What follows belongs to an exercise in optimizing a design on an open flow for small area; a production flow would make more cautious choices. The RTL was checked by simulation tests, not by an equivalence proof against the original design. Power is estimated from default activity; no workload was simulated.

==> inputs of run a <==
==> flow/design.v (excerpt) <==
module fsx #(
    parameter integer F_CLK_HZ = 400
) (
    input  wire        clk,
    input  wire        rst,
    input  wire        rx_valid,
    input  wire [7:0]  rx_data,
    input  wire        chan_fail,
    output reg         tx_valid,
    output reg  [7:0]  tx_data,
    input  wire        tx_ready,
    input  wire        h_we,
    input  wire [4:0]  h_addr,
    input  wire [15:0] h_wdata,
    output reg  [15:0] h_rdata,
    output wire        irq,
    output wire        link_fail,
    input  wire [31:0] cfg_preamble,         
    input  wire [7:0]  cfg_addr_main,
    input  wire [7:0]  cfg_addr_remote,
    input  wire [7:0]  cfg_addr_pump,
    input  wire [7:0]  cfg_cmd_set,
    input  wire [7:0]  cfg_cmd_telem,
    input  wire [8:0]  cfg_telem_frame_len,  
    input  wire [7:0]  cfg_off_pwatt,
    input  wire [7:0]  cfg_off_prpm,
    input  wire [3:0]  cfg_off_eq1,          
    input  wire [3:0]  cfg_off_eq2,          
    input  wire [3:0]  cfg_off_hour,         
    input  wire [3:0]  cfg_off_min,          
    input  wire [7:0]  cfg_off_wtemp,        
    input  wire [7:0]  cfg_off_atemp,        
    input  wire [71:0] cfg_feature_id        
);
Settings: LEC_CHECK=0, CAP_MARGIN=20, CORE_MARGIN=2, CORE_UTILIZATION=25, SLEW_MARGIN=20; clock period 10.0 ns.
standard.sh (not shown) runs the stock make flow with config.mk's settings and CLKGATE_MAP_FILE= SYNTH_SCRIPT=/design/flow/synth_recipe.tcl, a recipe that flattens the netlist after the stock synthesis.
==> flow/flow/run.sh <==
#!/bin/bash
set -euo pipefail
export BUFFER_PORTS_ARGS="-buffer_cell sky130_fd_sc_hd__buf_1"
bash standard.sh finish > flow_make.log 2>&1
==> inputs of run b, as changes to run a <==
Settings changed: CORE_UTILIZATION 25 to 55, CTS_BUF_LIST set to sky130_fd_sc_hd__clkbuf_8.
==> inputs of run c, as changes to run a <==
--- a/flow/design.v
+++ b/flow/design.v
@@ -135,18 +135,17 @@
     wire hit_at   = (cnt == cfg_off_atemp);
     wire hit_pw   = (cnt == cfg_off_pwatt);
     wire hit_rp   = (cnt == cfg_off_prpm);
     wire in_tx   = (dstate == DS_TX);
     wire in_wait = (dstate == DS_WAIT);
     wire tmo     = (tmr == T_END);
     wire match   = v_st && (equip[c_feat] == c_st);
     wire [7:0] c_fid  = cfg_feature_id[c_feat*8 +: 8];
-    wire [9:0] c_csum = {2'b00, cfg_addr_remote} + {2'b00, cfg_addr_main} +
-                        {2'b00, cfg_cmd_set} + {2'b00, c_fid} + {8'h00, 1'b1, c_st};
+    reg  [9:0] c_csum;    
     reg [7:0] frame_byte;
     always @(*) begin
         case (txidx)
             4'd0:    frame_byte = cfg_preamble[31:24];
             4'd1:    frame_byte = cfg_preamble[23:16];
             4'd2:    frame_byte = cfg_preamble[15:8];
             4'd3:    frame_byte = cfg_preamble[7:0];
             4'd4:    frame_byte = cfg_addr_remote;
@@ -269,16 +268,20 @@
             c_feat <= h_wdata[3:0];
             c_st   <= h_wdata[4];
         end
         if (idle)
             txidx <= 4'd0;
         else if (tx_on && tx_ready)
             txidx <= (txidx == 4'd11) ? 4'd0 : txidx + 4'd1;
         tmr <= idle ? T_SEED : lfsr_step(tmr);
+        if (txidx[3:2] == 2'b00)
+            c_csum <= 10'd0;
+        else if (tx_on && tx_ready && !(txidx[3] && txidx[1]))
+            c_csum <= c_csum + {2'b00, frame_byte};
     end
     wire [15:0] cnt_ok_base    = clr_cnt ? 16'h0000 : cnt_ok;
     wire [15:0] cnt_ckerr_base = clr_cnt ? 16'h0000 : cnt_ckerr;
     always @(posedge clk) begin
         if (rst) begin
             rx_en   <= 1'b1;
             ie_done <= 1'b0;
             ie_err  <= 1'b0;
==> flow/flow/run.sh (replaced) <==
#!/bin/bash
# Own layout flow: the standard ORFS flow (standard.sh) with these changes:
#  1. synthesis is synth_recipe.tcl unchanged, except that ORFS's single ABC call
#     gets an area-oriented ABC script (flow/area.abc) in place of the speed one;
#     registers are mapped before ABC, so they are the standard synthesis's;
#  2. port buffers use the smallest buffer cell (every port still gets one);
#  3. CTS without dummy clock loads;
#  4. adders are left to ABC (ADDER_MAP_FILE empty) instead of being mapped to
#     full/half-adder cells before it.
# Every tool's output goes to logs in this folder (flow_make.log, ORFS logs under orfs/logs).
set -euo pipefail
W=$(pwd)
export DONT_USE_CELLS="sky130_fd_sc_hd__buf_6 sky130_fd_sc_hd__buf_8 sky130_fd_sc_hd__buf_12 sky130_fd_sc_hd__buf_16 sky130_fd_sc_hd__bufbuf_8 sky130_fd_sc_hd__bufbuf_16"
export BUFFER_PORTS_ARGS="-buffer_cell sky130_fd_sc_hd__buf_1"
export CTS_ARGS="-sink_clustering_enable -repair_clock_nets -sink_clustering_size ${FSX_CTS_SIZE:-16} -sink_clustering_max_diameter ${FSX_CTS_DIAM:-60} -buf_list sky130_fd_sc_hd__clkbuf_8 -dont_use_dummy_load"
cat > "$W/flow_synth.tcl" <<EOT
proc abc {args} {
  set i [lsearch -exact \$args -script]
  if {\$i >= 0} { set args [lreplace \$args [expr {\$i + 1}] [expr {\$i + 1}] {$W/flow/area.abc}] }
  yosys abc {*}\$args
}
source {$W/synth_recipe.tcl}
EOT
sed -e "s#SYNTH_SCRIPT=[^ ]*#SYNTH_SCRIPT=$W/flow_synth.tcl#" -e "s#CLKGATE_MAP_FILE= #CLKGATE_MAP_FILE= ADDER_MAP_FILE= #" standard.sh > own_standard.sh
grep -q "SYNTH_SCRIPT=$W/flow_synth.tcl" own_standard.sh
grep -q "ADDER_MAP_FILE= " own_standard.sh
bash own_standard.sh finish > flow_make.log 2>&1
==> flow/flow/area.abc (new file) <==
strash
&get -n
&deepsyn -J 40 -T 600
&put
strash
&get -n
&dch -f
&nf -R 1000 -p -F 10 -C 32
&put
Settings changed: CORE_UTILIZATION 25 to 55, GPL_TIMING_DRIVEN set to 0.
==> summary.txt <==
|  | run b | run a | run c |
|---|---|---|---|
| CP Max Fanout | 3 | 3 | 18 |
| Average instance area after synthesis | 11.2 µm² | 11.2 µm² | 11.7 µm² |
| Critical path's largest stage delay | 0.52 ns | 0.53 ns | 0.91 ns |
| Design Area, Final | 0.0238 mm² | 0.0247 mm² | 0.0209 mm² |
| Maximum level of the CTS H-tree | 3 | 2 | 2 |
| Sequential cell area fraction in the yosys report | 52.9% | 52.9% | 61.9% |
| Total wire length | 65,800 µm | 70,700 µm | 62,300 µm |
| Power consumed by combinational cells | 0.000302 W | 0.000302 W | 0.000146 W |
| Proportion of cell area occupied by multi-input gates | 38.7% | 37.4% | 33.0% |
| Clock latency reported for the late side of the worst-skew pair | 0.63 ns | 0.59 ns | 0.58 ns |
| Final worst path period share | 77.3% | 77.2% | 77.2% |
| Max Freq | 0.129 GHz | 0.129 GHz | 0.130 GHz |
| Leak pwr | 8.09 nW | 8.10 nW | 6.68 nW |
| Multiplexer share of the synthesized area | 3.68% | 3.68% | 0% |
| Adder-cell area share of the yosys netlist | 3.87% | 3.87% | 0% |
| Die extent in x | 200 µm | 294 µm | 187 µm |
| Met2 track utilization from global routing | 53.0% | 25.6% | 58.1% |
| Result of the run | complete, no violations | complete, no violations | complete, no violations |
| Clock share of power | 40.0% | 43.3% | 29.5% |
| Portion of synthesized cell area occupied by the leading cell type | 41.2% | 41.2% | 47.3% |
| Data required time at the worst endpoint | 8.00 ns | 8.00 ns | 10.47 ns |
| Smallest setup slack after layout | 2.27 ns | 2.28 ns | 2.28 ns |

==> what the ideal ports hide <==
Ports are ideal in the flow. The routed layouts listed here were re-timed in OpenROAD. Step 1 (the two cells are an assumption about what drives the block):
set clk [get_ports {clk}]
set_driving_cell -lib_cell sky130_fd_sc_hd__clkbuf_16 $clk
set_driving_cell -lib_cell sky130_fd_sc_hd__buf_2 [delete_from_list [all_inputs] $clk]
Step 2, shift: input delay + t, output delay - t, t = (earliest + latest rising clock arrival at the registers) / 2. This alone moves slack from input paths to output paths. Three values: ideal ports, drivers, drivers and shift; two values: the first two.
run	t (ns)	setup WS [ns]	hold WS [ns]	latest minus earliest clock arrival (ns)	cell pins on the clock port's net
run a	0.640	2.277 / 2.255 / 2.255	0.412 / 0.412 / 0.412	0.022 / 0.022	1
run b	0.653	2.274 / 2.247 / 2.247	0.387 / 0.387 / 0.387	0.048 / 0.047	1
run c	0.591	2.283 / 2.296 / 1.705	0.418 / 0.418 / 0.418	0.085 / 0.085	1
After both steps setup and hold are still met in every run listed. For run c, which loses most, drivers alone change the setup slack by +0.013 ns; drivers and shift together by -0.578 ns.
